Background: an optimization exercise with open tools, aiming at small area, a short achievable clock period and few clock cycles. Do not read the settings as production practice.
Only simulation tests tie the RTL to the original design; equivalence was not proved.
Power figures rest on the tool's default switching activity, not on a simulated workload.

<file path="flow/run.sh">
#!/bin/bash
# Layout flow:
# 1. the standard synthesis (standard.sh synth, unchanged);
# 2. its combinational cells re-mapped for area by Yosys/ABC, every flip-flop kept as the
#    standard synthesis made and named it (remap.ys.in);
# 3. the host read mux (host_addr -> host_rdata) rebuilt from cells as a one-level decode and an
#    and-or-invert layer plus one nand per bit (rdmux.py);
# 4. Yosys proves the result equal to the standard synthesis's netlist (equiv.ys.in); if the
#    proof fails, the flow falls back to step 2's netlist, then to the standard netlist;
# 5. the standard ORFS layout (standard.sh) from floorplan to finish, with the port buffers made
#    from plain buffers (buf_1) instead of the delay buffer buffer_ports picks, and a clock tree
#    with larger sink clusters and no dummy loads.
# Each tool's output goes to a log file of its own in this folder; ORFS keeps its step logs
# under orfs/logs.
set -euo pipefail
W=$PWD
RES=$W/orfs/results/$FLOW_PLATFORM/ptwb/base
LIB=$FLOW_HOME/platforms/$FLOW_PLATFORM/lib/sky130_fd_sc_hd__tt_025C_1v80.lib
BP="BUFFER_PORTS_ARGS=-buffer_cell sky130_fd_sc_hd__buf_1"
CTS="CTS_ARGS=-sink_clustering_enable -repair_clock_nets -dont_use_dummy_load -sink_clustering_size 24 -sink_clustering_max_diameter 120"

subst() {  # subst TEMPLATE OUT NETLIST
  sed -e "s|@WORK@|$W|g" -e "s|@LIB@|$LIB|g" -e "s|@NETLIST@|$3|g" -e "s|@TOP@|$FLOW_TOP|g" "$1" > "$2"
}

bash standard.sh "$BP" synth > make_synth.log 2>&1
cp "$RES/1_2_yosys.v" "$W/standard_synth.v"

# 2. area re-map
cp "$W/standard_synth.v" "$W/remapped.v"
python3 flow/libfunc.py "$LIB" "$W/remapped.v" "$W/cells_func.v" > libfunc.log 2>&1
subst flow/remap.ys.in "$W/remap.ys" "$W/remapped.v"
yosys -s "$W/remap.ys" > yosys_remap.log 2>&1

# 3. cell-built read mux
cp "$W/remapped.v" "$W/rdmux.v"
python3 flow/rdmux.py add "$W/rdmux.v" > rdmux.log 2>&1
subst flow/check.ys.in "$W/check.ys" "$W/rdmux.v"

# 4. proofs; the first candidate proven equal is laid out
prove() {  # prove NETLIST LOG
  sed 's/^module '"$FLOW_TOP"'(/module gold(/' "$W/standard_synth.v" > "$W/eq_gold.v"
  sed 's/^module '"$FLOW_TOP"'(/module gate(/' "$1" > "$W/eq_gate.v"
  cat "$W/standard_synth.v" "$1" > "$W/eq_both.v"
  python3 flow/libfunc.py "$LIB" "$W/eq_both.v" "$W/eq_cells.v" >> libfunc.log 2>&1
  subst flow/equiv.ys.in "$W/equiv.ys" "$1"
  yosys -s "$W/equiv.ys" > "$2" 2>&1
}
CHOSEN="$W/standard_synth.v"
if yosys -s "$W/check.ys" > yosys_check_rdmux.log 2>&1 && prove "$W/rdmux.v" yosys_equiv_rdmux.log; then
  CHOSEN="$W/rdmux.v"
elif prove "$W/remapped.v" yosys_equiv_remapped.log; then
  CHOSEN="$W/remapped.v"
fi
echo "laid out: $CHOSEN" > chosen.log
cp "$CHOSEN" "$RES/1_2_yosys.v"

# 5. rebuild the synthesis database from the chosen netlist, then lay it out
rm -f "$RES/1_synth.odb" "$RES/1_synth.sdc"
touch "$RES/1_2_yosys.v"
bash standard.sh "$BP" "$CTS" finish > make_finish.log 2>&1
</file>
<file path="flow/check.ys.in">
read_liberty -lib @LIB@
read_verilog @NETLIST@
hierarchy -top @TOP@
check -assert -mapped
stat -liberty @LIB@
</file>
<file path="flow/equiv.ys.in">
# Prove the re-mapped netlist equal to the standard synthesis's (same flip-flops, by name).
read_verilog @WORK@/eq_cells.v @WORK@/flow/flops.v
read_verilog @WORK@/eq_gold.v @WORK@/eq_gate.v
hierarchy -check
proc
flatten gold gate
opt_clean
equiv_make gold gate eq
hierarchy -top eq
equiv_simple -seq 1
equiv_induct
equiv_status -assert
</file>
<file path="flow/flops.v">
module sky130_fd_sc_hd__dfxtp_1(CLK, D, Q); input CLK, D; output reg Q; always @(posedge CLK) Q <= D; endmodule
module sky130_fd_sc_hd__edfxtp_1(CLK, D, DE, Q); input CLK, D, DE; output reg Q; always @(posedge CLK) if (DE) Q <= D; endmodule
</file>
<file path="flow/libfunc.py">
# Write Verilog models (assign from the liberty "function") of the combinational cells used in a netlist.
import re, sys
lib = open(sys.argv[1]).read()
used = set(re.findall(r'(sky130_fd_sc_hd__\w+)\s+\S+\s*\(', open(sys.argv[2]).read()))
out = []
for m in re.finditer(r'\n\s*cell \("(sky130_fd_sc_hd__\w+)"\) \{', lib):
    name = m.group(1)
    if name not in used: continue
    # cell body: up to next top-level cell
    start = m.end(); nxt = lib.find('\n    cell (', start)
    body = lib[start: nxt if nxt > 0 else len(lib)]
    if re.search(r'\b(ff|latch|statetable)\s*\(', body): continue
    pins = re.findall(r'(?<!pg_)pin \("(\w+)"\) \{(.*?)\n        \}', body, re.S)
    ins, outs = [], []
    for p, pb in pins:
        d = re.search(r'direction\s*:\s*"?(\w+)', pb).group(1)
        if d == 'input': ins.append(p)
        elif d == 'output':
            f = re.search(r'function\s*:\s*"([^"]+)"', pb)
            outs.append((p, f.group(1) if f else None))
    if not outs or any(f is None for _, f in outs): 
        sys.stderr.write('skip %s\n' % name); continue
    def conv(f):
        f = f.replace('!', '~').replace('+', '|').replace('*', '&')
        f = re.sub(r'(\w)\s+(?=[\w(~])', r'\1 & ', f)   # implicit and
        f = re.sub(r'\)\s+(?=[\w(~])', ') & ', f)
        return f
    ports = ins + [p for p, _ in outs]
    s = 'module %s(%s);\n' % (name, ', '.join(ports))
    for p in ins: s += '  input %s;\n' % p
    for p, f in outs: s += '  output %s;\n  assign %s = %s;\n' % (p, p, conv(f))
    s += 'endmodule\n'
    out.append(s)
open(sys.argv[3], 'w').write('\n'.join(out))
</file>
<file path="flow/rdmux.py">
# Host read mux built from cells: host_rdata[b] = OR over the registers k of (sel_k & src_k[b]),
# with sel_k = (host_addr == k) decoded by one 4-input gate each, the RESULT term also gated by
# !busy, and each bit an and-or-invert layer (a222oi / a32oi / a22oi / nand2) and one nand.
#   rdmux.py add NETLIST : disconnect the synthesized drivers of host_rdata, add the cell-built
#                          read mux driving host_rdata, and delete the cells left driving nothing
import re, sys

P = 'sky130_fd_sc_hd__'

OUTPINS = ('X', 'Y', 'Q', 'Q_N', 'COUT', 'SUM', 'HI', 'LO')
INST = re.compile(r'  (sky130_fd_sc_hd__\w+) (\S+)\s+\((.*?)\);\n', re.S)

def prune(s):
    # delete combinational cells none of whose outputs is used, until none is left
    head, body = s.split(');', 1)
    ports = set()
    for m in re.finditer(r'(?:output|inout)\s+(?:\[(\d+):(\d+)\]\s+)?(\w+);', body):
        if m.group(1):
            for i in range(int(m.group(2)), int(m.group(1)) + 1):
                ports.add('%s[%d]' % (m.group(3), i))
        else:
            ports.add(m.group(3))
    removed = 0
    while True:
        insts = [(m, dict((p, v.strip()) for p, v in re.findall(r'\.(\w+)\(([^()]*)\)', m.group(3))))
                 for m in INST.finditer(body)]
        used = set(ports)
        for m, pins in insts:
            for p, v in pins.items():
                if p not in OUTPINS:
                    used.add(v)
        dead = [m for m, pins in insts
                if 'df' not in m.group(1) and 'conb' not in m.group(1)
                and all(v not in used for p, v in pins.items() if p in OUTPINS)]
        if not dead:
            break
        for m in reversed(dead):
            body = body[:m.start()] + body[m.end():]
        removed += len(dead)
    sys.stderr.write('pruned %d cells\n' % removed)
    return head + ');' + body

def add(path):
    s = open(path).read()
    n = 0
    def sub(m):
        nonlocal n
        n += 1
        return '.%s(_rdold_%s_)' % (m.group(1), m.group(2))
    s = re.sub(r'\.(X|Y)\(host_rdata\[(\d+)\]\)', sub, s)
    assert n == 64, n
    assert '(host_rdata[' not in s
    cells, wires = [], []
    def w(name):
        wires.append(name)
        return name
    def cell(typ, name, **pins):
        cells.append('  %s%s %s (%s);\n' % (P, typ, name,
                     ', '.join('.%s(%s)' % (p, v) for p, v in pins.items())))
    a = ['host_addr[%d]' % i for i in range(4)]
    # one select per register number 0..10
    sel = [w('_rdsel%d_' % k) for k in range(11)]
    for k in range(11):
        bits = [(k >> i) & 1 for i in range(4)]
        ones = [a[i] for i in range(4) if bits[i]]
        zeros = [a[i] for i in range(4) if not bits[i]]
        if len(ones) == 0:
            cell('nor4_2', '_rddec%d_' % k, A=zeros[0], B=zeros[1], C=zeros[2], D=zeros[3], Y=sel[k])
        elif len(ones) == 1:
            cell('nor4b_2', '_rddec%d_' % k, A=zeros[0], B=zeros[1], C=zeros[2], D_N=ones[0], Y=sel[k])
        elif len(ones) == 2:
            cell('and4bb_2', '_rddec%d_' % k, A_N=zeros[0], B_N=zeros[1], C=ones[0], D=ones[1], X=sel[k])
        elif len(ones) == 3:
            cell('and4b_2', '_rddec%d_' % k, A_N=zeros[0], B=ones[0], C=ones[1], D=ones[2], X=sel[k])
        else:
            raise ValueError(k)
    nbusy = w('_rdnbusy_')
    cell('inv_2', '_rdnb_', A='busy', Y=nbusy)
    # the net on each register bit's Q pin, by the register's name
    q = {}
    for m in INST.finditer(s):
        if 'dfxtp' not in m.group(1):
            continue
        r = re.match(r'\\([A-Za-z_]\w*(?:\[\d+\])?)\$', m.group(2))
        pins = dict((p, v.strip()) for p, v in re.findall(r'\.(\w+)\(([^()]*)\)', m.group(3)))
        if r and 'Q' in pins:
            net = pins['Q']
            q[r.group(1)] = net + ' ' if net.startswith('\\') else net
    def Q(name):
        return q[name]
    status = {0: 'busy', 1: Q('s_done'), 2: Q('s_err[0]'), 3: Q('s_err[1]'), 4: Q('s_err[2]'),
              5: Q('s_fault'), 8: Q('s_cause[0]'), 9: Q('s_cause[1]'), 10: Q('s_cause[2]'),
              11: Q('s_cause[3]')}
    regs = ['r_root', 'r_va', 'r_pa', 'r_size', 'r_pte', 'r_idx']
    for b in range(64):
        terms = []
        if b < 32:
            terms.append((sel[0], Q('r_cmd[%d]' % b)))
        if b in status:
            terms.append((sel[1], status[b]))
        for i, r in enumerate(regs):
            terms.append((sel[2 + i], Q('%s[%d]' % (r, b))))
        if b >= 12:
            terms.append((sel[9], Q('cv[%d]' % (b - 12))))
        terms.append((sel[10], Q('cp[%d]' % b)))
        groups = []
        # RESULT (register 8, read as 0 while busy) with one more term
        g = w('_rdg%d_0_' % b)
        t = terms.pop()
        cell('a32oi_1', '_rda%d_0_' % b, A1=sel[8], A2=nbusy, A3=Q('r_result[%d]' % b),
             B1=t[0], B2=t[1], Y=g)
        groups.append(g)
        j = 1
        while terms:
            g = w('_rdg%d_%d_' % (b, j))
            if len(terms) >= 3 and not (len(terms) == 4 and len(groups) == 3):
                t1, t2, t3 = terms.pop(), terms.pop(), terms.pop()
                cell('a222oi_1', '_rda%d_%d_' % (b, j), A1=t1[0], A2=t1[1], B1=t2[0], B2=t2[1],
                     C1=t3[0], C2=t3[1], Y=g)
            elif len(terms) >= 2:
                t1, t2 = terms.pop(), terms.pop()
                cell('a22oi_1', '_rda%d_%d_' % (b, j), A1=t1[0], A2=t1[1], B1=t2[0], B2=t2[1], Y=g)
            else:
                t1 = terms.pop()
                cell('nand2_1', '_rda%d_%d_' % (b, j), A=t1[0], B=t1[1], Y=g)
            groups.append(g)
            j += 1
        assert 2 <= len(groups) <= 4, (b, len(groups))
        out = 'host_rdata[%d]' % b
        if len(groups) == 4:
            cell('nand4_1', '_rdo%d_' % b, A=groups[0], B=groups[1], C=groups[2], D=groups[3], Y=out)
        elif len(groups) == 3:
            cell('nand3_1', '_rdo%d_' % b, A=groups[0], B=groups[1], C=groups[2], Y=out)
        else:
            cell('nand2_1', '_rdo%d_' % b, A=groups[0], B=groups[1], Y=out)
    text = ''.join('  wire %s;\n' % x for x in wires) + ''.join(cells)
    k = s.rindex('endmodule')
    s = s[:k] + text + s[k:]
    open(path, 'w').write(prune(s))

if __name__ == '__main__':
    {'add': add}[sys.argv[1]](sys.argv[2])
</file>
<file path="flow/remap.ys.in">
# Re-map the combinational cells of the standard synthesis for area. The flip-flops (and the
# netlist's names for them) are kept as they are: only cells without state are replaced.
read_verilog @WORK@/cells_func.v
read_liberty -lib -ignore_redef @LIB@
read_verilog @NETLIST@
hierarchy -top @TOP@
flatten
hierarchy -top @TOP@
read_liberty -lib -ignore_redef @LIB@
opt -purge
techmap
opt -fast
abc -liberty @LIB@ -dont_use sky130_fd_sc_hd__a222oi_1 -dont_use sky130_fd_sc_hd__probe_p_8 -dont_use sky130_fd_sc_hd__probec_p_8 -dont_use sky130_fd_sc_hd__lpflow_bleeder_1 -dont_use sky130_fd_sc_hd__lpflow_clkbufkapwr_1 -dont_use sky130_fd_sc_hd__lpflow_clkbufkapwr_16 -dont_use sky130_fd_sc_hd__lpflow_clkbufkapwr_2 -dont_use sky130_fd_sc_hd__lpflow_clkbufkapwr_4 -dont_use sky130_fd_sc_hd__lpflow_clkbufkapwr_8 -dont_use sky130_fd_sc_hd__lpflow_clkinvkapwr_1 -dont_use sky130_fd_sc_hd__lpflow_clkinvkapwr_16 -dont_use sky130_fd_sc_hd__lpflow_clkinvkapwr_2 -dont_use sky130_fd_sc_hd__lpflow_clkinvkapwr_4 -dont_use sky130_fd_sc_hd__lpflow_clkinvkapwr_8 -dont_use sky130_fd_sc_hd__lpflow_decapkapwr_12 -dont_use sky130_fd_sc_hd__lpflow_decapkapwr_3 -dont_use sky130_fd_sc_hd__lpflow_decapkapwr_4 -dont_use sky130_fd_sc_hd__lpflow_decapkapwr_6 -dont_use sky130_fd_sc_hd__lpflow_decapkapwr_8 -dont_use sky130_fd_sc_hd__lpflow_inputiso0n_1 -dont_use sky130_fd_sc_hd__lpflow_inputiso0p_1 -dont_use sky130_fd_sc_hd__lpflow_inputiso1n_1 -dont_use sky130_fd_sc_hd__lpflow_inputiso1p_1 -dont_use sky130_fd_sc_hd__lpflow_inputisolatch_1 -dont_use sky130_fd_sc_hd__lpflow_isobufsrc_1 -dont_use sky130_fd_sc_hd__lpflow_isobufsrc_16 -dont_use sky130_fd_sc_hd__lpflow_isobufsrc_2 -dont_use sky130_fd_sc_hd__lpflow_isobufsrc_4 -dont_use sky130_fd_sc_hd__lpflow_isobufsrc_8 -dont_use sky130_fd_sc_hd__lpflow_isobufsrckapwr_16 -dont_use sky130_fd_sc_hd__lpflow_lsbuf_lh_hl_isowell_tap_1 -dont_use sky130_fd_sc_hd__lpflow_lsbuf_lh_hl_isowell_tap_2 -dont_use sky130_fd_sc_hd__lpflow_lsbuf_lh_hl_isowell_tap_4 -dont_use sky130_fd_sc_hd__lpflow_lsbuf_lh_isowell_4 -dont_use sky130_fd_sc_hd__lpflow_lsbuf_lh_isowell_tap_1 -dont_use sky130_fd_sc_hd__lpflow_lsbuf_lh_isowell_tap_2 -dont_use sky130_fd_sc_hd__lpflow_lsbuf_lh_isowell_tap_4 
opt_clean -purge
setundef -zero
hilomap -singleton -hicell sky130_fd_sc_hd__conb_1 HI -locell sky130_fd_sc_hd__conb_1 LO
insbuf -buf sky130_fd_sc_hd__buf_4 A X
splitnets
opt_clean -purge
rename -enumerate -pattern _rm%_
check -assert -mapped
stat -liberty @LIB@
write_verilog -noattr -nohex -nodec @NETLIST@
</file>
<file path="standard.sh">
#!/bin/bash
# synth_recipe.tcl (not shown) runs the flow's synth.tcl, then flattens the netlist and writes it again
# the make line also repeats each setting of config.mk as NAME=value (left out here)
make -C /OpenROAD-flow-scripts/flow DESIGN_CONFIG=/design/flow/config.mk WORK_HOME=/design/flow/orfs CLKGATE_MAP_FILE= SYNTH_SCRIPT=/design/flow/synth_recipe.tcl "${@:-finish}"
</file>
<file path="config.mk">
export PLATFORM = sky130hd
export DESIGN_NAME = ptwb
export DESIGN_NICKNAME = ptwb
export VERILOG_FILES = /design/flow/design.v
export SDC_FILE = /design/flow/constraint.sdc
export NUM_CORES = 4
export LEC_CHECK = 0
export CAP_MARGIN = 20
export CORE_MARGIN = 2
export CORE_UTILIZATION = 40
export PLACE_DENSITY = 0.6
export SETUP_SLACK_MARGIN = 3.0
export SLEW_MARGIN = 20
</file>
<file path="constraint.sdc">
create_clock -name core_clock -period 8.0 [get_ports {clk}]
set_input_delay 1.6000 -clock core_clock [delete_from_list [all_inputs] [get_ports {clk}]]
set_output_delay 1.6000 -clock core_clock [all_outputs]
set_load 0.01 [all_outputs]
</file>
<file path="design.v">
module ptwb (
    input  wire        clk,
    input  wire        rst,           
    input  wire        host_we,
    input  wire [3:0]  host_addr,
    input  wire [63:0] host_wdata,
    output reg  [63:0] host_rdata,
    output wire        busy,
    output wire        mem_req,
    output wire        mem_we,
    output wire [63:0] mem_addr,
    output wire [63:0] mem_wdata,
    input  wire        mem_ready,
    input  wire [63:0] mem_rdata,
    output wire        alloc_req,
    input  wire        alloc_ready,
    input  wire        alloc_oom,
    input  wire [63:0] alloc_frame
);
    localparam [3:0] OP_FRAME_TO_PHYS    = 4'h1;
    localparam [3:0] OP_PHYS_TO_FRAME    = 4'h2;
    localparam [3:0] OP_PHYS_TO_ROOT_REG = 4'h3;
    localparam [3:0] OP_VPN              = 4'h4;
    localparam [3:0] OP_INDEX            = 4'h5;
    localparam [3:0] OP_ENTRY_READ       = 4'h6;
    localparam [3:0] OP_ENTRY_WRITE      = 4'h7;
    localparam [3:0] OP_WALK_LOOKUP      = 4'h8;
    localparam [3:0] OP_WALK_ALLOC       = 4'h9;
    localparam [3:0] OP_PAGE_MAP         = 4'hA;
    localparam [2:0] ERR_NONE            = 3'd0;
    localparam [2:0] ERR_OUT_OF_MEMORY   = 3'd1;
    localparam [2:0] ERR_PAGE_FAULT      = 3'd2;
    localparam [2:0] ERR_ALREADY_MAPPED  = 3'd3;
    localparam [2:0] ERR_INVALID_ADDRESS = 3'd4;
    localparam [3:0] FC_NONE             = 4'd0;
    localparam [3:0] FC_ILLEGAL_OP       = 4'd1;
    localparam [3:0] FC_RESERVED_BITS    = 4'd2;
    localparam [3:0] FC_INDEX_OOB        = 4'd3;
    localparam [3:0] FC_ROOT_MISALIGNED  = 4'd4;
    localparam [3:0] FC_SIZE_ZERO        = 4'd5;
    localparam [3:0] FC_FLAGS_NO_RWX     = 4'd6;
    localparam [3:0] FC_WRITE_WHILE_BUSY = 4'd7;
    reg [31:0] r_cmd;
    reg [63:0] r_root, r_va, r_pa, r_size, r_pte, r_idx;
    reg [63:0] r_result;
    reg        s_done, s_fault;
    reg [2:0]  s_err;
    reg [3:0]  s_cause;
    reg [51:0] cv;           
    reg [63:0] cp;           
    reg        s_rd;         
    reg        s_alloc;      
    reg        s_link;       
    reg        s_lrd;        
    reg        s_lwr;        
    reg        s_ard;        
    reg        s_awr;        
    reg        c_map;        
    reg        c_alc;        
    reg        c_l1;         
    reg [63:3] ma;           
    reg [26:0] lst;          
    reg        lst_hi;       
    assign busy = s_rd | s_alloc | s_link | s_lrd | s_lwr | s_ard | s_awr;
    assign mem_req   = s_rd | s_link | s_lrd | s_lwr | s_ard | s_awr;
    assign mem_we    = s_link | s_lwr | s_awr;
    assign alloc_req = s_alloc;
    assign mem_addr  = {ma, 3'b0};
    assign mem_wdata = s_awr ? r_pte
                             : {2'b00, (s_link ? r_result[63:12] : cp[63:12]), 2'b00,
                                (s_link ? 8'h00 : r_cmd[15:8]) | 8'h01};
    wire [31:0] status = {20'b0, s_cause, 1'b0, 1'b0, s_fault, s_err, s_done, busy};
    always @(*) begin
        case (host_addr)
            4'd0:    host_rdata = {32'b0, r_cmd};
            4'd1:    host_rdata = {32'b0, status};
            4'd2:    host_rdata = r_root;
            4'd3:    host_rdata = r_va;
            4'd4:    host_rdata = r_pa;
            4'd5:    host_rdata = r_size;
            4'd6:    host_rdata = r_pte;
            4'd7:    host_rdata = r_idx;
            4'd8:    host_rdata = busy ? 64'b0 : r_result;    
            4'd9:    host_rdata = {cv, 12'b0};
            4'd10:   host_rdata = cp;
            default: host_rdata = 64'b0;
        endcase
    end
    wire [31:0] w    = host_wdata[31:0];
    wire [3:0]  w_op = w[3:0];
    wire        uses_root = (w_op >= OP_INDEX) && (w_op <= OP_PAGE_MAP);
    wire        uses_idx  = (w_op >= OP_INDEX) && (w_op <= OP_ENTRY_WRITE);
    reg [3:0] issue_cause;
    always @(*) begin
        if (w_op == 4'h0 || w_op > OP_PAGE_MAP)
            issue_cause = FC_ILLEGAL_OP;
        else if (w[7:6] != 2'b0 || w[31:16] != 16'b0)
            issue_cause = FC_RESERVED_BITS;
        else if (uses_root && r_root[11:0] != 12'b0)
            issue_cause = FC_ROOT_MISALIGNED;
        else if (uses_idx && r_idx[63:9] != 55'b0)
            issue_cause = FC_INDEX_OOB;
        else if (w_op == OP_PAGE_MAP && r_size == 64'b0)
            issue_cause = FC_SIZE_ZERO;
        else if (w_op == OP_PAGE_MAP && (w[15:8] & 8'h0E) == 8'b0)
            issue_cause = FC_FLAGS_NO_RWX;
        else
            issue_cause = FC_NONE;
    end
    wire cmd_wr = host_we && !busy && host_addr == 4'd0 && !s_fault;
    wire issue  = cmd_wr && issue_cause == FC_NONE;
    reg [63:0] pure_result;
    always @(*) begin
        case (w_op)
            OP_FRAME_TO_PHYS:    pure_result = {r_pte[61:10], 12'b0};
            OP_PHYS_TO_FRAME:    pure_result = {2'b00, r_pa[63:12], 10'b0};
            OP_PHYS_TO_ROOT_REG: pure_result = {4'b1000, 8'b0, r_pa[63:12]};
            OP_VPN: begin
                case (w[5:4])
                    2'd0:    pure_result = {55'b0, r_va[20:12]};
                    2'd1:    pure_result = {55'b0, r_va[29:21]};
                    2'd2:    pure_result = {55'b0, r_va[38:30]};
                    default: pure_result = {55'b0, r_va[47:39]};
                endcase
            end
            default:             pure_result = {r_root[63:12], r_idx[8:0], 3'b0};   
        endcase
    end
    wire va_bad = r_va[63:39] != 25'b0;
    wire [64:0] map_end = {1'b0, r_va} + {1'b0, r_size} - 65'd1;
    wire [26:0] wv = c_map ? cv[26:0] : r_va[38:12];
    wire [51:0] nt = s_link ? r_result[63:12] : mem_rdata[61:10];
    wire [27:0] cv_inc  = cv[27:0] + 28'd1;
    wire        is_last = !lst_hi && cv[26:0] == lst;
    wire        nxt_bad = cv_inc[27];
    wire rd_ok   = s_rd & mem_ready;
    wire link_ok = s_link & mem_ready;
    wire step    = (rd_ok & mem_rdata[0]) | link_ok;    
    always @(posedge clk) begin
        if (rst) begin
            s_done   <= 1'b0;
            s_fault  <= 1'b0;
            s_err    <= ERR_NONE;
            s_cause  <= FC_NONE;
            s_rd     <= 1'b0;
            s_alloc  <= 1'b0;
            s_link   <= 1'b0;
            s_lrd    <= 1'b0;
            s_lwr    <= 1'b0;
            s_ard    <= 1'b0;
            s_awr    <= 1'b0;
        end else begin
            if (host_we && busy && !s_fault) begin
                s_fault <= 1'b1;
                s_cause <= FC_WRITE_WHILE_BUSY;
            end
            if (cmd_wr) begin
                s_done <= 1'b0;
                s_err  <= ERR_NONE;
                if (!issue) begin
                    s_fault <= 1'b1;
                    s_cause <= issue_cause;
                end else begin
                    case (w_op)
                        OP_ENTRY_READ:  s_ard <= 1'b1;
                        OP_ENTRY_WRITE: s_awr <= 1'b1;
                        OP_WALK_LOOKUP, OP_WALK_ALLOC, OP_PAGE_MAP: begin
                            if (va_bad) begin
                                s_done <= 1'b1;
                                s_err  <= ERR_INVALID_ADDRESS;
                            end else begin
                                s_rd <= 1'b1;
                            end
                        end
                        default: s_done <= 1'b1;
                    endcase
                end
            end
            if (s_ard && mem_ready) begin
                s_done   <= 1'b1;
                s_ard    <= 1'b0;
            end
            if (s_awr && mem_ready) begin
                s_done <= 1'b1;
                s_awr  <= 1'b0;
            end
            if (rd_ok && !mem_rdata[0]) begin
                s_rd <= 1'b0;
                if (c_alc) begin
                    s_alloc <= 1'b1;
                end else begin
                    s_err  <= ERR_PAGE_FAULT;
                    s_done <= 1'b1;
                end
            end
            if (s_alloc && alloc_ready) begin
                s_alloc <= 1'b0;
                if (alloc_oom) begin
                    s_err  <= ERR_OUT_OF_MEMORY;
                    s_done <= 1'b1;
                end else begin
                    s_link   <= 1'b1;
                end
            end
            if (step) begin
                s_link <= 1'b0;
                if (!c_l1) begin
                    s_rd <= 1'b1;
                end else begin
                    s_rd <= 1'b0;
                    if (c_map) begin
                        s_lrd <= 1'b1;
                    end else begin
                        s_done   <= 1'b1;
                    end
                end
            end
            if (s_lrd && mem_ready) begin
                s_lrd <= 1'b0;
                if (mem_rdata[0]) begin
                    s_err  <= ERR_ALREADY_MAPPED;
                    s_done <= 1'b1;
                end else begin
                    s_lwr <= 1'b1;
                end
            end
            if (s_lwr && mem_ready) begin
                s_lwr <= 1'b0;
                if (is_last) begin
                    s_done <= 1'b1;
                end else if (nxt_bad) begin
                    s_err  <= ERR_INVALID_ADDRESS;
                    s_done <= 1'b1;
                end else begin
                    s_rd <= 1'b1;
                end
            end
        end
    end
    always @(posedge clk) begin
        if (!busy) begin
            c_map  <= (w_op == OP_PAGE_MAP);
            c_alc  <= (w_op == OP_WALK_ALLOC) || (w_op == OP_PAGE_MAP);
            c_l1   <= 1'b0;
            lst    <= map_end[38:12];
            lst_hi <= map_end[64:39] != 26'b0;
        end
        if (step)
            c_l1 <= ~c_l1;
    end
    wire nrst   = ~rst;
    wire we_idl = host_we & ~busy & nrst;
    wire ld_cmd  = cmd_wr & nrst;
    wire ld_root = we_idl & (host_addr == 4'd2);
    wire ld_va   = we_idl & (host_addr == 4'd3);
    wire ld_pa   = we_idl & (host_addr == 4'd4);
    wire ld_size = we_idl & (host_addr == 4'd5);
    wire ld_pte  = we_idl & (host_addr == 4'd6);
    wire ld_idx  = we_idl & (host_addr == 4'd7);
    always @(posedge clk) begin
        r_cmd  <= (w          & {32{ld_cmd}})  | (r_cmd  & {32{nrst & ~ld_cmd}});
        r_root <= (host_wdata & {64{ld_root}}) | (r_root & {64{nrst & ~ld_root}});
        r_va   <= (host_wdata & {64{ld_va}})   | (r_va   & {64{nrst & ~ld_va}});
        r_pa   <= (host_wdata & {64{ld_pa}})   | (r_pa   & {64{nrst & ~ld_pa}});
        r_size <= (host_wdata & {64{ld_size}}) | (r_size & {64{nrst & ~ld_size}});
        r_pte  <= (host_wdata & {64{ld_pte}})  | (r_pte  & {64{nrst & ~ld_pte}});
        r_idx  <= (host_wdata & {64{ld_idx}})  | (r_idx  & {64{nrst & ~ld_idx}});
    end
    wire iss     = issue & nrst;
    wire is_pure = (w_op == OP_FRAME_TO_PHYS) || (w_op == OP_PHYS_TO_FRAME) ||
                   (w_op == OP_PHYS_TO_ROOT_REG) || (w_op == OP_VPN) || (w_op == OP_INDEX);
    wire e_pure  = iss & is_pure;
    wire e_rd    = s_ard & mem_ready & nrst;
    wire e_fr    = s_alloc & alloc_ready & ~alloc_oom & nrst;
    wire e_leaf  = step & c_l1 & ~c_map & nrst;
    wire h_res   = nrst & ~issue & ~(s_ard & mem_ready) & ~(s_alloc & alloc_ready) & ~link_ok & ~e_leaf;
    always @(posedge clk) begin
        r_result <= (pure_result                 & {64{e_pure}}) |
                    (mem_rdata                   & {64{e_rd}})   |
                    ({alloc_frame[63:12], 12'b0} & {64{e_fr}})   |
                    ({nt, wv[8:0], 3'b0}         & {64{e_leaf}}) |
                    (r_result                    & {64{h_res}});
    end
    wire e_mld = iss & (w_op == OP_PAGE_MAP);
    wire e_inc = s_lwr & mem_ready & nrst;
    wire h_cur = nrst & ~e_mld & ~(s_lwr & mem_ready);
    always @(posedge clk) begin
        cv[27:0]  <= (r_va[39:12] & {28{e_mld}}) | (cv_inc & {28{e_inc}}) | (cv[27:0] & {28{h_cur}});
        cv[51:28] <= (r_va[63:40] & {24{e_mld}}) | (cv[51:28] & {24{h_cur | e_inc}});
        cp[11:0]  <= (r_pa[11:0]  & {12{e_mld}}) | (cp[11:0]  & {12{h_cur | e_inc}});
        cp[63:12] <= (r_pa[63:12] & {52{e_mld}}) | ((cp[63:12] + 52'd1) & {52{e_inc}}) |
                     (cp[63:12] & {52{h_cur}});
    end
    wire acc    = (w_op == OP_ENTRY_READ) || (w_op == OP_ENTRY_WRITE);
    wire a_rt   = ~busy | (s_lwr & mem_ready);
    wire h_ma   = ~a_rt & ~step;
    wire [8:0] idx_a = ~busy ? (acc ? r_idx[8:0] : r_va[38:30]) : cv_inc[26:18];
    always @(posedge clk) begin
        ma[63:12] <= (r_root[63:12] & {52{a_rt}}) | (nt & {52{step}}) | (ma[63:12] & {52{h_ma}});
        ma[11:3]  <= (idx_a & {9{a_rt}}) | ((c_l1 ? wv[8:0] : wv[17:9]) & {9{step}}) |
                     (ma[11:3] & {9{h_ma}});
    end
endmodule
</file>
==> results of run 1 <==
[where the power goes]
group / internal, W / switching [W]
clock: 0.000834 / 0.00124
combinational: 0.000315 / 0.000603
sequential: 0.00362 / 0.0000821
total: 0.00477 / 0.00192
[what timing repair did]
action	CTS	global route
cloned	5	1
resized for setup	68	42
endpoints found under the setup margin	103	76
pin swaps	13	18
setup buffers	12	13
[per-stage QoR]
| step | util [%] | power, W |
|---|---|---|
| 2_1_floorplan | - | 0.004210 |
| 3_3_place_gp | 43.75 | 0.004593 |
| 3_5_place_dp | 43.75 | 0.004590 |
| 4_1_cts | 45.25 | 0.006633 |
| 5_1_grt | 45.59 | 0.006867 |
| 6_report | 45.59 | 0.006695 |
[critical path, cell delays in order, from the launching register on]
cell and delay, ns:
dfxtp_4 0.40, xor2_1 0.16, o22a_1 0.21, a211o_1 0.31, o211a_1 0.24, o21a_1 0.22
o311a_1 0.40, o311ai_2 0.27, a221o_1 0.27, nand2_2 0.09, o21a_4 0.24, o31ai_4 0.32
a31oi_4 0.16, o2111ai_4 0.31, mux2_4 0.21, nand4_1 0.11, a2111o_1 0.43, nor4_2 0.22
o2111ai_1 0.16
[state kept, by name, indices dropped and copies added (netlist names), 3 cells and up]
signal / count
r_idx: 64
r_result: 64
cp: 64
s_err: 3
r_size: 64
lst: 27
r_va: 64
r_root: 64
r_pa: 64
cv: 52
s_cause: 4
r_cmd: 32
ma: 61
r_pte: 64
[path summary, 6_finish.rpt]
check,startpoint,endpoint,depth (start not counted)
max,r_size[3],lst_hi,18
min,r_result[1],r_result[1],2
max reg2reg,r_size[3],lst_hi,18
min reg2reg,r_result[1],r_result[1],2
[layer usage]
metal	vias up	share of wire (%)	track usage [%]
met3	346	11	7.220
li1	16820	-	-
met2	2371	43	54.58
met1	18620	42	49.52
met5	-	0.068	0
met4	20	4.0	12.65
[final cells by class]
type | instances | area (sq um)
diodes | 3 | 7.507
inverters | 53 | 224.0
fillers | 8949 | 48230
clock buffers | 37 | 925.9
flip-flops and latches | 704 | 14430
well taps | 1165 | 1458
repair buffers | 481 | 2374
multi-input cells | 3217 | 21000
==> reports/summary.txt, run 1 <==
status -> no timing/DRC/antenna violations
Startpoint Class -> flop
hold_ws -> 0.4497 ns
Tmin final -> 5.007 ns
Crit Path Class -> reg -> reg
GRT Util Overall -> 35.60%
Final Max Slew Viols -> 0
final setup vio count -> 0
Placer Congestion -> 1.001
final-stage net count -> 4696
Clock Pin Slew Worst Setup and Hold Paths -> 0.11 ns
placed cell area -> 38780 sq um
Remaining Overflow, GRT -> 0
DR pass1 iterations -> 9
fin area -> 40420 sq um
Post-DRT Antenna Nets -> 0
Cell Area, Synth -> 35910 sq um
clock buffer depth -> 3
clock tree from TritonCTS -> built
vias in the first global route -> 34430
Max VDD drop -> 0.0001181 V
setup TNS -> 0 ns
dpl cells -> 5589
routed vias -> 38170
crit end category -> flop
wirelength, routed -> 172.9 mm
Area Overhead vs Synth -> 12.56%
Tcrit/Tclk final -> 62.58%
DIE AREA -> 92180 sq um
commonest cells after routing, fill and taps aside -> dfxtp_1, nand2_1, o21ai_0, a22o_1, buf_1
DR WL/cell -> 30.54 um
clk sink count -> 704
Hold Path Class -> reg -> reg
TritonCTS Buffers -> 37
largest net degree at the start of global routing -> 82
I/O pin count -> 398
final setup skew -> 0.06703 ns
setup ws final -> 2.993 ns
Starting DRT DRC Count -> 5628
H-tree levels -> 2
Static Leak -> 13.94 nW
CTS Root Cell -> clkbuf_16
Worst EP required -> 8.34 ns
DP Wirelength -> 119.8 mm
later-pin clock latency in the skew report -> 0.61 ns
die width -> 303.6 um
maxcap violations -> 0
layout cells sized above 1 -> 5.677%
Hold Vio Cnt, Final -> 0
drt drc -> 0
DP Worst Slack -> 1.936 ns
Port Buffers -> 382
Syn Area/Cell -> 8.770 sq um
Cells after Synth -> 4094
initial antenna violation count -> 17
Slew Limit Headroom -> 24.06%
crit-path max FO -> 8
Least-Margin Pin Slew -> 1.129 ns
Core Area -> 88650 sq um
Die Ht -> 303.6 um
hold_buf cts -> 0
Initial Util -> 40.50%
FP Rows -> 109
first-pass GRT wire length -> 247.7 mm
Max Freq -> 0.1997 GHz
number of cells in the finished layout apart from fillers -> 5660
Arrival @ worst endpoint -> 5.35 ns
reg-to-reg slack, setup -> 2.99 ns
RSZ-0062 raised after global routing -> yes
commonest non-fill, non-tap cell in the layout -> dfxtp_1
Ys Warns -> 1
Via density -> 6.744
Pwr Density -> 165.6 nW/um^2
Testbench counts, summed over its fixed seeds: cycles 34,859.
==> run 2, diff against run 1 <==
--- a/design.v
+++ b/design.v
@@ -127,7 +127,8 @@
         endcase
     end
     wire va_bad = r_va[63:39] != 25'b0;
-    wire [64:0] map_end = {1'b0, r_va} + {1'b0, r_size} - 65'd1;
+    wire [40:0] map_end = {2'b0, r_va[38:0]} + {1'b0, r_size[39:0]} - 41'd1;
+    wire        map_hi  = (r_va[63:39] != 25'b0) || (r_size[63:40] != 24'b0) || (map_end[40:39] != 2'b0);
     wire [26:0] wv = c_map ? cv[26:0] : r_va[38:12];
     wire [51:0] nt = s_link ? r_result[63:12] : mem_rdata[61:10];
     wire [27:0] cv_inc  = cv[27:0] + 28'd1;
@@ -243,7 +244,7 @@
             c_alc  <= (w_op == OP_WALK_ALLOC) || (w_op == OP_PAGE_MAP);
             c_l1   <= 1'b0;
             lst    <= map_end[38:12];
-            lst_hi <= map_end[64:39] != 26'b0;
+            lst_hi <= map_hi;
         end
         if (step)
             c_l1 <= ~c_l1;
--- a/config.mk
+++ b/config.mk
@@ -9,5 +9,5 @@
 export CORE_MARGIN = 2
 export CORE_UTILIZATION = 40
 export PLACE_DENSITY = 0.6
-export SETUP_SLACK_MARGIN = 3.0
+export SETUP_SLACK_MARGIN = 3.6
 export SLEW_MARGIN = 20
==> run 2 against run 1 <==
Still clean on timing, DRC and antenna. Largest power group unchanged. Via count is 0.16% higher. Design area is 1.5% lower. Clock power hardly changed.
==> reports/summary.txt, run 2 <==
area taken by multi-input logic gates -> 18770 sq um (-11%)
Least-Margin Pin Slew -> 1.223 ns (+0.09452 ns)
Final Max Slew Viols -> 0 (unchanged)
Port Buffers -> 382 (unchanged)
Final Core Density -> 48.33% (+2.7 points)
Reg area -> 14440 sq um (about the same)
CTS Root Cell -> clkbuf_16
maxcap violations -> 0 (unchanged)
I/O pin count -> 398 (unchanged)
Max Freq -> 0.1990 GHz (-0.39%)
Slowest-stage cell, CP -> a222oi_1
drt drc -> 0 (unchanged)
later-pin clock latency in the skew report -> 0.64 ns (+0.03 ns)
Startpoint Class -> input port
Worst EP required -> 6.40 ns (-1.94 ns)
DIE AREA -> 85780 sq um (-6.9%)
layout cells sized above 1 -> 10.14% (+4.5 points)
die width -> 292.9 um (-3.5%)
commonest non-fill, non-tap cell in the layout -> dfxtp_1
Cell Int Power -> 0.004690 W (-1.7%)
Ys Warns -> 1 (unchanged)
RSZ-0062 raised after global routing -> yes
DR pass1 iterations -> 9 (unchanged)
clock power share -> 31.1% (about the same)
clk sink count -> 704 (unchanged)
setup TNS -> 0 ns (unchanged)
Post-DRT Antenna Nets -> 0 (unchanged)
Cells after Synth -> 3558 (-13%)
initial antenna violation count -> 12 (-5)
Reg power frac -> 56.4% (+1.1 points)
number of cells in the finished layout apart from fillers -> 5153 (-9.0%)
routed vias -> 38230 (+0.16%)
slowest cell delay on critical path -> 0.70 ns (+0.27 ns)
clock buffer depth -> 3 (unchanged)
Crit Path Class -> in -> out
H-tree levels -> 2 (unchanged)
vias in the first global route -> 34830 (+1.2%)
GRT Util Overall -> 41.95% (+6.4 points)
NetSw -> 0.001883 W (-2.1%)
Remaining Overflow, GRT -> 0 (unchanged)
Hold Vio Cnt, Final -> 0 (unchanged)
wirelength, routed -> 190.3 mm (+10%)
critical-path cell list -> clkbuf_16 -> and4b_4 -> buf_12 -> a222oi_1 -> nand4_1 -> buf_2
final setup vio count -> 0 (unchanged)
Top delay family on crit path -> compound AO/OA/AOI/OAI gates
TritonCTS Buffers -> 35 (-5.4%)
Static Leak -> 14.31 nW (+2.7%)
Hold Path Class -> reg -> reg
Critical path buffers and inverters -> 3 (+3)
Syn Area/Cell -> 9.383 sq um (+7.0%)
DR WL/cell -> 36.93 um (+21%)
largest net degree at the start of global routing -> 80 (-2.4%)
FP Rows -> 105 (-3.7%)
first-pass GRT wire length -> 261.8 mm (+5.7%)
Core Area -> 82370 sq um (-7.1%)
DP Wirelength -> 117.2 mm (-2.1%)
Area Overhead vs Synth -> 19.25%
Clock Pin Slew Worst Setup and Hold Paths -> 0.09 ns (-0.02 ns)
commonest cells after routing, fill and taps aside -> dfxtp_1, a22o_1, buf_1, nor2_1, nand2_1
crit end category -> output port
fill cell count -> 7996 (-11%)
Starting DRT DRC Count -> 7331 (+30%)
sw frac -> 28.64% (-0.091 points)
status -> no timing/DRC/antenna violations
dpl cells -> 4972 (-11%)
Arrival @ worst endpoint -> 3.43 ns (-1.92 ns)
Tcrit/Tclk final -> 62.83% (+0.25 points)
Tmin final -> 5.026 ns (+0.01975 ns)
final-stage net count -> 4277 (-8.9%)
clock tree from TritonCTS -> built
Placer Congestion -> 1.039 (+3.8%)
Max VDD drop -> 0.0001588 V (+34%)
Pwr Density -> 165.1 nW/um^2 (-0.32%)
Slew Limit Headroom -> 18.26% (-5.8 points)
Initial Util -> 40.53% (about the same)
Via density -> 7.419 (+10%)
Cell Area, Synth -> 33380 sq um (-7.0%)
share of total power in combinational logic -> 12.5% (-1.2 points)
final setup skew -> 0.08553 ns (+0.01850 ns)
crit-path max FO -> 23 (+15)
Die Ht -> 292.9 um (-3.5%)
[run 2: cell type report]
type,count,area share [%]
Antenna cell,10,0.06286
Clock buffer,35,2.200
Inverter,35,0.4023
Multi-Input combinational cell,2713,47.14
Sequential cell,704,36.26
Tap cell,1070,3.363
Timing Repair Buffer,583,10.47
Timing Repair inverter,3,0.09115
[run 2: worst register-to-register path: stages (launching register included)]
cell	delay, ns
dfxtp_1	0.35
nor4_1	0.59
nand4_1	0.38
nor2_1	0.77
nand3_1	0.25
and2_1	0.27
nand2_2	0.15
nor4_4	0.07
buf_12	0.20
nor2_4	0.53
buf_6	0.43
a32oi_1	0.19
o31ai_1	0.11
[run 2: routing by layer]
metal / vias up / global-route usage, % / wire length [um]
met5: - / 0 / 162
met4: 10 / 27.74 / 15510
met3: 746 / 14.39 / 29900
met2: 3523 / 58.75 / 75710
met1: 18520 / 54.39 / 69040
li1: 15440 / - / -
[run 2: timing repair]
| action | CTS | global route |
|---|---|---|
| buffers inserted | 71 | 18 |
| resized for setup | 182 | 84 |
| cloned | 40 | 7 |
| pin swaps | 74 | 58 |
| hold buffers | 0 | 0 |
| endpoints found under the setup margin | 291 | 266 |
[run 2: through the flow]
step | total power (W) | setup slack [ns] | hold WS, ns | instance area, sq um
5_1_grt | 0.006659 | 3.109 | 0.4858 | 39790
3_3_place_gp | 0.004415 | 2.051 | 0.4247 | 36270
6_report | 0.006573 | 2.974 | 0.4476 | 39810
2_1_floorplan | 0.004069 | 1.979 | 0.4099 | 33610
3_5_place_dp | 0.004414 | 1.995 | 0.4283 | 36270
4_1_cts | 0.006444 | 3.195 | 0.4424 | 39250
[run 2: power by group through the flow]
| stage | logic [W] | registers, W | clock network, W |
|---|---|---|---|
| 2_1_floorplan | 0.000324 | 0.00374 | 0 |
| 3_3_place_gp | 0.000634 | 0.00378 | 0 |
| 3_5_place_dp | 0.000632 | 0.00378 | 0 |
| 4_1_cts | 0.000736 | 0.00370 | 0.00201 |
| 5_1_grt | 0.000830 | 0.00371 | 0.00212 |
| 6_report | 0.000822 | 0.00371 | 0.00204 |
[run 2: final timing paths]
check | start | end | slack (ns) | depth (start not counted)
setup / recovery | host_addr[1] | host_rdata[19] | 2.97 | 6
hold / removal | s_cause[3] | s_cause[3] | 0.45 | 2
setup reg to reg | r_size[60] | cv[8] | 3.61 | 12
hold reg to reg | s_cause[3] | s_cause[3] | 0.45 | 2
Testbench counts of run 2, summed over its fixed seeds: cycles 34,859.
==> run 3, diff against run 2 <==
--- a/flow/rdmux.py
+++ b/flow/rdmux.py
@@ -1,6 +1,6 @@
 # Host read mux built from cells: host_rdata[b] = OR over the registers k of (sel_k & src_k[b]),
 # with sel_k = (host_addr == k) decoded by one 4-input gate each, the RESULT term also gated by
-# !busy, and each bit an and-or-invert layer (a222oi / a32oi / a22oi / nand2) and one nand.
+# !busy, and each bit an and-or-invert layer (a32oi / a22oi / nand2) and a nand (or two nands and an or).
 #   rdmux.py add NETLIST : disconnect the synthesized drivers of host_rdata, add the cell-built
 #                          read mux driving host_rdata, and delete the cells left driving nothing
 import re, sys
@@ -113,11 +113,7 @@
         j = 1
         while terms:
             g = w('_rdg%d_%d_' % (b, j))
-            if len(terms) >= 3 and not (len(terms) == 4 and len(groups) == 3):
-                t1, t2, t3 = terms.pop(), terms.pop(), terms.pop()
-                cell('a222oi_1', '_rda%d_%d_' % (b, j), A1=t1[0], A2=t1[1], B1=t2[0], B2=t2[1],
-                     C1=t3[0], C2=t3[1], Y=g)
-            elif len(terms) >= 2:
+            if len(terms) >= 2:
                 t1, t2 = terms.pop(), terms.pop()
                 cell('a22oi_1', '_rda%d_%d_' % (b, j), A1=t1[0], A2=t1[1], B1=t2[0], B2=t2[1], Y=g)
             else:
@@ -125,14 +121,18 @@
                 cell('nand2_1', '_rda%d_%d_' % (b, j), A=t1[0], B=t1[1], Y=g)
             groups.append(g)
             j += 1
-        assert 2 <= len(groups) <= 4, (b, len(groups))
+        assert 2 <= len(groups) <= 6, (b, len(groups))
         out = 'host_rdata[%d]' % b
-        if len(groups) == 4:
-            cell('nand4_1', '_rdo%d_' % b, A=groups[0], B=groups[1], C=groups[2], D=groups[3], Y=out)
-        elif len(groups) == 3:
-            cell('nand3_1', '_rdo%d_' % b, A=groups[0], B=groups[1], C=groups[2], Y=out)
+        if len(groups) <= 4:
+            typ = {2: 'nand2_1', 3: 'nand3_1', 4: 'nand4_1'}[len(groups)]
+            cell(typ, '_rdo%d_' % b, **dict(zip('ABCD', groups)), Y=out)
         else:
-            cell('nand2_1', '_rdo%d_' % b, A=groups[0], B=groups[1], Y=out)
+            h0, h1 = w('_rdh%d_0_' % b), w('_rdh%d_1_' % b)
+            cell('nand3_1', '_rdn%d_0_' % b, A=groups[0], B=groups[1], C=groups[2], Y=h0)
+            rest = groups[3:]
+            typ = {2: 'nand2_1', 3: 'nand3_1'}[len(rest)]
+            cell(typ, '_rdn%d_1_' % b, **dict(zip('ABC', rest)), Y=h1)
+            cell('or2_1', '_rdo%d_' % b, A=h0, B=h1, X=out)
     text = ''.join('  wire %s;\n' % x for x in wires) + ''.join(cells)
     k = s.rindex('endmodule')
     s = s[:k] + text + s[k:]
--- a/config.mk
+++ b/config.mk
@@ -9,5 +9,5 @@
 export CORE_MARGIN = 2
 export CORE_UTILIZATION = 40
 export PLACE_DENSITY = 0.6
-export SETUP_SLACK_MARGIN = 3.6
+export SETUP_SLACK_MARGIN = 3.8
 export SLEW_MARGIN = 20
==> run 3 against run 2 <==
Critical path depth grew 3. Via count up 3.0%. Final cell count is 6.0% higher. Clock skew down 0.032 ns. Sequential share of layout area shrank 2.2 points. Power grew 0.87%. Largest power group unchanged. Highest routed layer unchanged.
==> reports/summary.txt, run 3 <==
drt drc -> 0 (unchanged)
commonest non-fill, non-tap cell in the layout -> dfxtp_1
sw frac -> 28.87% (+0.22 points)
slowest cell delay on critical path -> 0.47 ns (-0.23 ns)
Final Core Density -> 50.04% (+1.7 points)
Die Ht -> 296.0 um (+1.1%)
wirelength, routed -> 198.6 mm (+4.4%)
Hold EP -> r_result[8]
Max Freq -> 0.2118 GHz (+6.4%)
worst r2r path cells -> 14 (+2)
commonest cells after routing, fill and taps aside -> dfxtp_1, a22o_1, nand2_1, buf_1, nor2_1
TritonCTS Buffers -> 35 (unchanged)
worst hold path cell count -> 2 (unchanged)
Tcrit/Tclk final -> 59.03% (-3.8 points)
Cells after Synth -> 3750 (+5.4%)
reg-to-reg slack, setup -> 3.60 ns (about the same)
routed vias -> 39380 (+3.0%)
critical-path cell list -> buf_16 -> and4b_4 -> buf_12 -> buf_12 -> buf_16 -> a22oi_2 -> nand3_1 -> or2_1 -> buf_2
Cell Area, Synth -> 34100 sq um (+2.2%)
Area Overhead vs Synth -> 24.53%
H-tree levels -> 2 (unchanged)
crit end category -> output port
maxcap violations -> 0 (unchanged)
DP Wirelength -> 118.5 mm (+1.1%)
Pwr Density -> 156.1 nW/um^2 (-5.5%)
Post-DRT Antenna Nets -> 0 (unchanged)
clock buffer depth -> 3 (unchanged)
fin area -> 42470 sq um (+6.7%)
Tmin final -> 4.722 ns (-0.3042 ns)
Hold Vio Cnt, Final -> 0 (unchanged)
DR pass1 iterations -> 9 (unchanged)
Ys Warns -> 1 (unchanged)
share of total power in combinational logic -> 13.1% (+0.6 points)
CTS Root Cell -> clkbuf_16
layout cells sized above 1 -> 14.69% (+4.6 points)
Core Area -> 84880 sq um (+3.0%)
Syn Area/Cell -> 9.094 sq um (-3.1%)
Least-Margin Pin Slew -> 1.261 ns (+0.03806 ns)
die width -> 296.0 um (+1.1%)
clock tree from TritonCTS -> built
DR WL/cell -> 36.38 um (-1.5%)
reg2reg start -> r_size[61]
FP Rows -> 107 (+1.9%)
GRT Util Overall -> 42.61% (+0.66 points)
setup TNS -> 0 ns (unchanged)
dpl cells -> 5245 (+5.5%)
RSZ-0062 raised after global routing -> yes
later-pin clock latency in the skew report -> 0.64 ns (about the same)
I/O pin count -> 398 (unchanged)
Clock Pin Slew Worst Setup and Hold Paths -> 0.10 ns (about the same)
initial antenna violation count -> 16 (+4)
Placer Congestion -> 1.035 (-0.41%)
final setup vio count -> 0 (unchanged)
Remaining Overflow, GRT -> 0 (unchanged)
Slew Limit Headroom -> 15.60% (-2.7 points)
Static Leak -> 15.89 nW (+11%)
first-pass GRT wire length -> 267.9 mm (+2.3%)
DIE AREA -> 87610 sq um (+2.1%)
crit-path max FO -> 8 (-65%)
Cell Int Power -> 0.004716 W (+0.55%)
final-stage net count -> 4512 (+5.5%)
Max VDD drop -> 0.0001140 V (-28%)
Crit Path Class -> in -> out
Port Buffers -> 382 (unchanged)
Slowest-stage cell, CP -> and4b_4
vias in the first global route -> 35280 (+1.3%)
largest net degree at the start of global routing -> 87 (+8.8%)
Via density -> 7.212 (-2.8%)
number of cells in the finished layout apart from fillers -> 5460 (+6.0%)
clock power share -> 30.9% (-0.2 points)
HP Start -> r_result[8]
Startpoint Class -> input port
Crit Reg-Reg Endpoint -> r_result[37]
Starting DRT DRC Count -> 6817 (-7.0%)
Final Max Slew Viols -> 0 (unchanged)
placed cell area -> 37140 sq um (+2.4%)
hold_buf cts -> 0 (unchanged)
Worst EP required -> 6.40 ns (about the same)
final setup skew -> 0.05385 ns (-0.03167 ns)
Reg power frac -> 56.0% (-0.4 points)
status -> no timing/DRC/antenna violations
Hold Path Class -> reg -> reg
NetSw -> 0.001914 W (+1.7%)
Initial Util -> 40.18% (-0.35 points)
Arrival @ worst endpoint -> 3.12 ns (-0.31 ns)
clk sink count -> 704 (unchanged)
run 3: cell types whose count changed in the layout (fill, tap and decap cells not counted), sizes merged:
cell | before | now
diode | 10 | 8
nand4 | 88 | 24
nand2 | 254 | 318
nand3 | 34 | 98
buf | 568 | 620
a22oi | 100 | 292
or2 | 11 | 76
and4bb | 20 | 10
nor3 | 90 | 89
clkbuf | 46 | 47
a222oi | 128 | 0
and4b | 1 | 2
and3 | 19 | 20
bufbuf | 4 | 2
run 3: stage by stage:
stage	power [W]	hold slack, ns	worst slack (ns)
floorplan	0.004070	0.4099	1.979
CTS	0.006505	0.4565	3.307
global route	0.006716	0.4743	3.278
global placement	0.004428	0.4322	1.981
detailed placement	0.004427	0.4402	1.980
finish	0.006630	0.4631	3.278
run 3: metal layers:
metal | global-route usage [%] | routed length [um] | part of all wire (%)
met1 | 53.21 | 70140 | 35
met2 | 60.38 | 78970 | 40
met3 | 17.13 | 32520 | 16
met4 | 27.11 | 16590 | 8.4
met5 | 2.827 | 407 | 0.20
run 3: area by class of cell:
cell class | instances | area (sq um)
inverter | 35 | 162.7
timing repair buffer | 634 | 5388
fill | 8155 | 42410
clock buffer | 35 | 875.8
timing repair inverter | 3 | 48.80
multi-input combinational | 2897 | 20100
tap | 1144 | 1431
antenna | 8 | 20.02
sequential | 704 | 14450
run 3: what timing repair did:
item,in CTS,in global routing
cloned,54,9
setup endpoints to repair,378,430
resized for setup,377,152
pin swaps,108,95
buffers inserted,90,19
run 3: power by group through the flow:
stage	Clock (W)	Sequential [W]	Combinational, W
after floorplan	0	0.00374	0.000326
after global placement	0	0.00379	0.000643
after detailed placement	0	0.00379	0.000641
after CTS	0.00201	0.00371	0.000785
after global routing	0.00212	0.00372	0.000877
final	0.00205	0.00371	0.000870
run 3: worst max path at each step:
stage	start	to	slack, ns
4_1_cts	host_addr[3]	host_rdata[37]	3.31
2_1_floorplan	host_wdata[7]	cv[8]	1.98
6_report	host_addr[3]	host_rdata[63]	3.28
5_1_grt	host_addr[2]	host_rdata[55]	3.28
3_3_place_gp	host_addr[0]	host_rdata[19]	1.98
3_5_place_dp	host_addr[0]	host_rdata[19]	1.98
run 3: worst max-delay path: cells and delay by family:
family	cells	cell delay, ns
buf+inv	5	0.76
simple gates	3	0.70
compound gates	1	0.05
==> run 4, diff against run 3 <==
--- a/config.mk
+++ b/config.mk
@@ -9,5 +9,5 @@
 export CORE_MARGIN = 2
 export CORE_UTILIZATION = 40
 export PLACE_DENSITY = 0.6
-export SETUP_SLACK_MARGIN = 3.8
+export SETUP_SLACK_MARGIN = 3.6
 export SLEW_MARGIN = 20
==> run 4 against run 3 <==
Synthesized cell count unchanged. Non-clock buffer count down 45. Largest power group unchanged. Global-route usage fell by 0.81 points. Wire length decreased by 1.2%. Setup slack got worse by 0.073 ns. Largest cell class unchanged.
==> reports/summary.txt, run 4 <==
status -> no timing/DRC/antenna violations
Die Ht -> 296.0 um (unchanged)
Clock Pin Slew Worst Setup and Hold Paths -> 0.10 ns (about the same)
Remaining Overflow, GRT -> 0 (unchanged)
Slowest-stage cell, CP -> and4bb_4
final setup vio count -> 0 (unchanged)
H-tree levels -> 2 (unchanged)
slowest cell delay on critical path -> 0.45 ns (-0.02 ns)
reg-to-reg slack, setup -> 3.47 ns (-0.13 ns)
Ys Warns -> 1 (unchanged)
commonest non-fill, non-tap cell in the layout -> dfxtp_1
Tmin final -> 4.795 ns (+0.07309 ns)
reg2reg start -> r_va[7]
Startpoint Class -> input port
Area Overhead vs Synth -> 21.59%
Cell Area, Synth -> 34100 sq um (unchanged)
final-stage net count -> 4464 (-1.1%)
clock tree from TritonCTS -> built
DR pass1 iterations -> 10 (+1)
RSZ-0062 raised after global routing -> yes
Hold Vio Cnt, Final -> 0 (unchanged)
first-pass GRT wire length -> 262.9 mm (-1.9%)
Worst EP required -> 6.40 ns (about the same)
DR WL/cell -> 36.25 um (-0.35%)
vias in the first global route -> 34450 (-2.4%)
clock buffer depth -> 3 (unchanged)
sw frac -> 28.85% (about the same)
Least-Margin Pin Slew -> 1.317 ns (+0.05545 ns)
crit-path max FO -> 11 (+3)
commonest cells after routing, fill and taps aside -> dfxtp_1, a22o_1, buf_1, nand2_1, nor2_1
layout cells sized above 1 -> 12.77% (-1.9 points)
Via density -> 7.171 (-0.56%)
TritonCTS Buffers -> 35 (unchanged)
largest net degree at the start of global routing -> 87 (unchanged)
Hold EP -> r_result[8]
Cell Int Power -> 0.004702 W (-0.30%)
Post-DRT Antenna Nets -> 0 (unchanged)
crit end category -> output port
Cells after Synth -> 3750 (unchanged)
later-pin clock latency in the skew report -> 0.62 ns (-0.02 ns)
setup ws final -> 3.205 ns (-0.07309 ns)
hold_buf cts -> 0 (unchanged)
routed vias -> 38800 (-1.5%)
I/O pin count -> 398 (unchanged)
Tcrit/Tclk final -> 59.94% (+0.91 points)
Hold Path Class -> reg -> reg
Reg power frac -> 56.1% (about the same)
Arrival @ worst endpoint -> 3.20 ns (+0.08 ns)
Slew Limit Headroom -> 11.89% (-3.7 points)
Tot Pwr -> 0.006608 W (-0.32%)
NetSw -> 0.001907 W (-0.38%)
die width -> 296.0 um (unchanged)
DIE AREA -> 87610 sq um (unchanged)
worst hold path cell count -> 2 (unchanged)
DP Wirelength -> 119.5 mm (+0.90%)
Starting DRT DRC Count -> 7002 (+2.7%)
clock power share -> 31.0% (about the same)
Max VDD drop -> 0.0001234 V (+8.3%)
Initial Util -> 40.18% (unchanged)
Final Max Slew Viols -> 0 (unchanged)
Static Leak -> 15.46 nW (-2.7%)
GRT Util Overall -> 41.80% (-0.81 points)
CTS Root Cell -> clkbuf_16
drt drc -> 0 (unchanged)
Syn Area/Cell -> 9.094 sq um (unchanged)
setup TNS -> 0 ns (unchanged)
hold_ws -> 0.4590 ns (-0.004176 ns)
Placer Congestion -> 1.025 (-0.89%)
Max Freq -> 0.2085 GHz (-1.5%)
FP Rows -> 107 (unchanged)
Crit Reg-Reg Endpoint -> lst[23]
final setup skew -> 0.05953 ns (+0.005678 ns)
share of total power in combinational logic -> 12.9% (-0.2 points)
wirelength, routed -> 196.2 mm (-1.2%)
Crit Path Class -> in -> out
initial antenna violation count -> 20 (+4)
Port Buffers -> 382 (unchanged)
Final Core Density -> 48.85% (-1.2 points)
critical-path cell list -> buf_16 -> and4bb_4 -> buf_4 -> a22oi_1 -> nand3_1 -> or2_4 -> clkbuf_2
maxcap violations -> 0 (unchanged)
Core Area -> 84880 sq um (unchanged)
worst r2r path cells -> 18 (+4)
HP Start -> r_result[8]
clk sink count -> 704 (unchanged)
DP Worst Slack -> 1.954 ns (-0.02581 ns)
Pwr Density -> 159.4 nW/um^2 (+2.1%)
==> run 4: what timing repair did <==
| item | CTS | global route |
|---|---|---|
| gates resized for setup | 274 | 137 |
| setup buffers | 52 | 28 |
| cloned | 37 | 12 |
| pin swaps | 57 | 67 |
| endpoints found under the setup margin | 308 | 219 |
==> run 4: metal layers <==
metal	global-route usage (%)	part of all wire, %	up-vias
met5	0.7761	0.14	-
met4	25.71	8.3	25
met3	16.08	16	902
met2	59.07	39	3546
met1	53.32	36	18530
li1	-	-	15800
==> run 4: metrics by stage <==
stage | cell area, sq um | instances
6_report | 41470 | 5411
3_3_place_gp | 37100 | 5239
2_1_floorplan | 34340 | 3752
4_1_cts | 40380 | 5364
5_1_grt | 41450 | 5405
3_5_place_dp | 37130 | 5240
==> run 4: critical path, delay by kind of cell <==
kind | cells | cell delay (ns)
buffers and inverters | 3 | 0.58
AO/OA/AOI/OAI | 1 | 0.16
AND/OR/NAND/NOR | 3 | 0.83
==> run 4: worst max path at each step <==
stage / end / slack [ns] / from / cells past startpoint
finish: host_rdata[18] / 3.20 / host_addr[2] / 7
global route: host_rdata[32] / 3.27 / host_addr[0] / 9
CTS: host_rdata[23] / 3.31 / host_addr[0] / 8
detailed placement: host_rdata[31] / 1.95 / host_addr[1] / 7
global placement: host_rdata[23] / 1.96 / host_addr[1] / 7
floorplan: cv[8] / 1.98 / host_wdata[7] / 7
==> run 4: layout make-up <==
class / count / area, sq um
Tap cell: 1144 / 1431
Sequential cell: 704 / 14440
Fill cell: 8248 / 43410
Antenna cell: 7 / 17.52
Multi-Input combinational cell: 2895 / 19920
Inverter: 35 / 162.7
Timing Repair inverter: 2 / 31.28
Timing Repair Buffer: 589 / 4589
Clock buffer: 35 / 875.8
==> run 4: power groups by stage <==
stage	Combinational [W]	Sequential [W]	Clock (W)
2_1_floorplan	0.000326	0.00374	0
3_3_place_gp	0.000652	0.00378	0
3_5_place_dp	0.000651	0.00378	0
4_1_cts	0.000753	0.00370	0.00201
5_1_grt	0.000861	0.00371	0.00212
6_report	0.000855	0.00370	0.00205
==> run 5, diff against run 4 <==
--- a/flow/run.sh
+++ b/flow/run.sh
@@ -17,7 +17,7 @@
 RES=$W/orfs/results/$FLOW_PLATFORM/ptwb/base
 LIB=$FLOW_HOME/platforms/$FLOW_PLATFORM/lib/sky130_fd_sc_hd__tt_025C_1v80.lib
 BP="BUFFER_PORTS_ARGS=-buffer_cell sky130_fd_sc_hd__buf_1"
-CTS="CTS_ARGS=-sink_clustering_enable -repair_clock_nets -dont_use_dummy_load -sink_clustering_size 24 -sink_clustering_max_diameter 120"
+CTS="CTS_ARGS=-sink_clustering_enable -repair_clock_nets -dont_use_dummy_load -sink_clustering_size 18 -sink_clustering_max_diameter 100"
 
 subst() {  # subst TEMPLATE OUT NETLIST
   sed -e "s|@WORK@|$W|g" -e "s|@LIB@|$LIB|g" -e "s|@NETLIST@|$3|g" -e "s|@TOP@|$FLOW_TOP|g" "$1" > "$2"
==> run 5 against run 4 <==
Critical path depth increased by 2. Core utilization rose by 0.74 points. Final cell count is 0.50% higher. Register-to-register slack worse by 0.03 ns. Setup slack improved by 0.056 ns. First-iteration DRC count grew 0.51%. Still clean. Synthesized cell count is the same. Hold slack worse by 0.010 ns. Global-route usage increased by 0.29 points. Sequential power about the same. Count of clock-buffer cells in the layout rose by 10. Maximum frequency increased by 1.2%.
==> reports/summary.txt, run 5 <==
largest net degree at the start of global routing -> 87 (unchanged)
Final Core Density -> 49.60% (+0.74 points)
hold_buf cts -> 0 (unchanged)
Least-Margin Pin Slew -> 1.331 ns (+0.01424 ns)
Pwr Density -> 163.3 nW/um^2 (+2.5%)
Via density -> 7.189 (+0.25%)
Startpoint Class -> input port
Slew Limit Headroom -> 10.94% (-0.95 points)
clock buffer depth -> 3 (unchanged)
layout cells sized above 1 -> 13.71% (+0.94 points)
CTS Root Cell -> clkbuf_16
initial antenna violation count -> 15 (-25%)
Placer Congestion -> 1.025 (unchanged)
commonest non-fill, non-tap cell in the layout -> dfxtp_1
placed cell area -> 37130 sq um (unchanged)
vias in the first global route -> 34650 (+0.57%)
Ys Warns -> 1 (unchanged)
TritonCTS Buffers -> 45 (+29%)
Reg area -> 14430 sq um (about the same)
later-pin clock latency in the skew report -> 0.66 ns (+0.04 ns)
first-pass GRT wire length -> 264.6 mm (+0.66%)
commonest cells after routing, fill and taps aside -> dfxtp_1, a22o_1, buf_1, nand2_1, nor2_1
Initial Util -> 40.18% (unchanged)
Worst EP required -> 6.40 ns (about the same)
Tmin final -> 4.740 ns (-0.05556 ns)
Hold Vio Cnt, Final -> 0 (unchanged)
routed vias -> 39100 (+0.75%)
Hold Path Class -> reg -> reg
Syn Area/Cell -> 9.094 sq um (unchanged)
Remaining Overflow, GRT -> 0 (unchanged)
setup ws final -> 3.260 ns (+0.05556 ns)
RSZ-0062 raised after global routing -> yes
wirelength, routed -> 196.8 mm (+0.33%)
final setup skew -> 0.06510 ns (+0.005576 ns)
H-tree levels -> 2 (unchanged)
drt drc -> 0 (unchanged)
wire length on met3 -> 30.39 mm (-2.5%)
top layer reached by signal wires -> met5
crit-path max FO -> 10 (-1)
Crit Path Class -> in -> out
DP Worst Slack -> 1.954 ns (unchanged)
DR pass1 iterations -> 8 (-2)
hold_ws -> 0.4485 ns (-0.01044 ns)
fill cell count -> 8187 (-0.74%)
clock tree from TritonCTS -> built
Post-DRT Antenna Nets -> 0 (unchanged)
setup TNS -> 0 ns (unchanged)
Cells after Synth -> 3750 (unchanged)
Met2 Routed Length -> 78.24 mm (+1.4%)
DIE AREA -> 87610 sq um (unchanged)
FP Rows -> 107 (unchanged)
Max Freq -> 0.2110 GHz (+1.2%)
final-stage net count -> 4486 (+0.49%)
Port Buffers -> 382 (unchanged)
crit end category -> output port
Tcrit/Tclk final -> 59.25% (-0.69 points)
maxcap violations -> 0 (unchanged)
Area Overhead vs Synth -> 23.44%
Max VDD drop -> 0.0001556 V (+26%)
Starting DRT DRC Count -> 7038 (+0.51%)
Die Ht -> 296.0 um (unchanged)
die width -> 296.0 um (unchanged)
GRT Util Overall -> 42.09% (+0.29 points)
Arrival @ worst endpoint -> 3.14 ns (-0.06 ns)
fin area -> 42100 sq um (+1.5%)
Clock Pin Slew Worst Setup and Hold Paths -> 0.09 ns (about the same)
area taken by multi-input logic gates -> 20010 sq um (+0.41%)
I/O pin count -> 398 (unchanged)
clk sink count -> 704 (unchanged)
Static Leak -> 15.69 nW (+1.5%)
DR WL/cell -> 36.19 um (-0.17%)
DP Wirelength -> 119.5 mm (unchanged)
status -> no timing/DRC/antenna violations
Core Area -> 84880 sq um (unchanged)
DRT met1 WL -> 72.02 mm (+0.94%)
Cell Area, Synth -> 34100 sq um (unchanged)
final setup vio count -> 0 (unchanged)
Final Max Slew Viols -> 0 (unchanged)
run 5: changes by cell type in the layout (fill, tap and decap cells not counted), sizes merged:
cell    change
buf         +6
and4b       -1
clkinv      +2
inv         -2
clkbuf     +21
diode       +5
bufbuf      -4
run 5: where the power goes:
part / switching (W) / total [W] / leakage, nW / internal, W
logic: 0.000570 / 0.000867 / 9.39 / 0.000297
registers: 0.0000822 / 0.00370 / 5.75 / 0.00362
clock network: 0.00130 / 0.00231 / 0.555 / 0.00100
total: 0.00196 / 0.00688 / 15.7 / 0.00492
run 5: path summary, 6_finish.rpt:
| check | from | end | slack, ns | depth (start not counted) |
|---|---|---|---|---|
| min reg2reg | r_result[8] | r_result[8] | 0.45 | 2 |
| max | host_addr[2] | host_rdata[16] | 3.26 | 9 |
| max reg2reg | r_idx[29] | cv[26] | 3.44 | 11 |
| min | r_result[8] | r_result[8] | 0.45 | 2 |
run 5: critical path: stages:
cell	delay (ns)
buf_16	0.11
and4bb_4	0.34
buf_12	0.22
buf_12	0.14
buf_16	0.16
a22oi_1	0.08
nand2_1	0.09
or2_4	0.18
buf_1	0.16
run 5: layer usage:
layer,vias to the layer above,global-route usage (%)
li1,15830,-
met2,3526,59.48
met3,922,15.71
met4,14,26.09
met1,18810,53.87
met5,-,1.275
run 5: area by class of cell:
cell class / count / area share, %
Timing Repair Buffer: 602 / 11.56
Clock buffer: 45 / 2.675
Timing Repair inverter: 2 / 0.1100
Tap cell: 1144 / 3.400
Multi-Input combinational cell: 2894 / 47.52
Sequential cell: 704 / 34.28
Inverter: 35 / 0.3864
Antenna cell: 12 / 0.07133
run 5: timing repair:
action	4_1_cts	5_1_grt
setup endpoints to repair	307	224
pin swaps	49	91
cloned	38	13
resized for setup	270	194
setup buffers	56	34
run 5: through the flow:
step / total power (W) / cells
detailed placement: 0.004431 / 5240
global placement: 0.004431 / 5239
floorplan: 0.004070 / 3752
finish: 0.006876 / 5438
global route: 0.006972 / 5428
CTS: 0.006726 / 5379

Check on run 5: ideal ports give 3.260 ns setup slack; a clkbuf_16 on the clock port and buf_2 on the inputs give 3.014 ns; moving port delays by the midpoint clock arrival (0.703 ns) as well gives 2.953 ns.
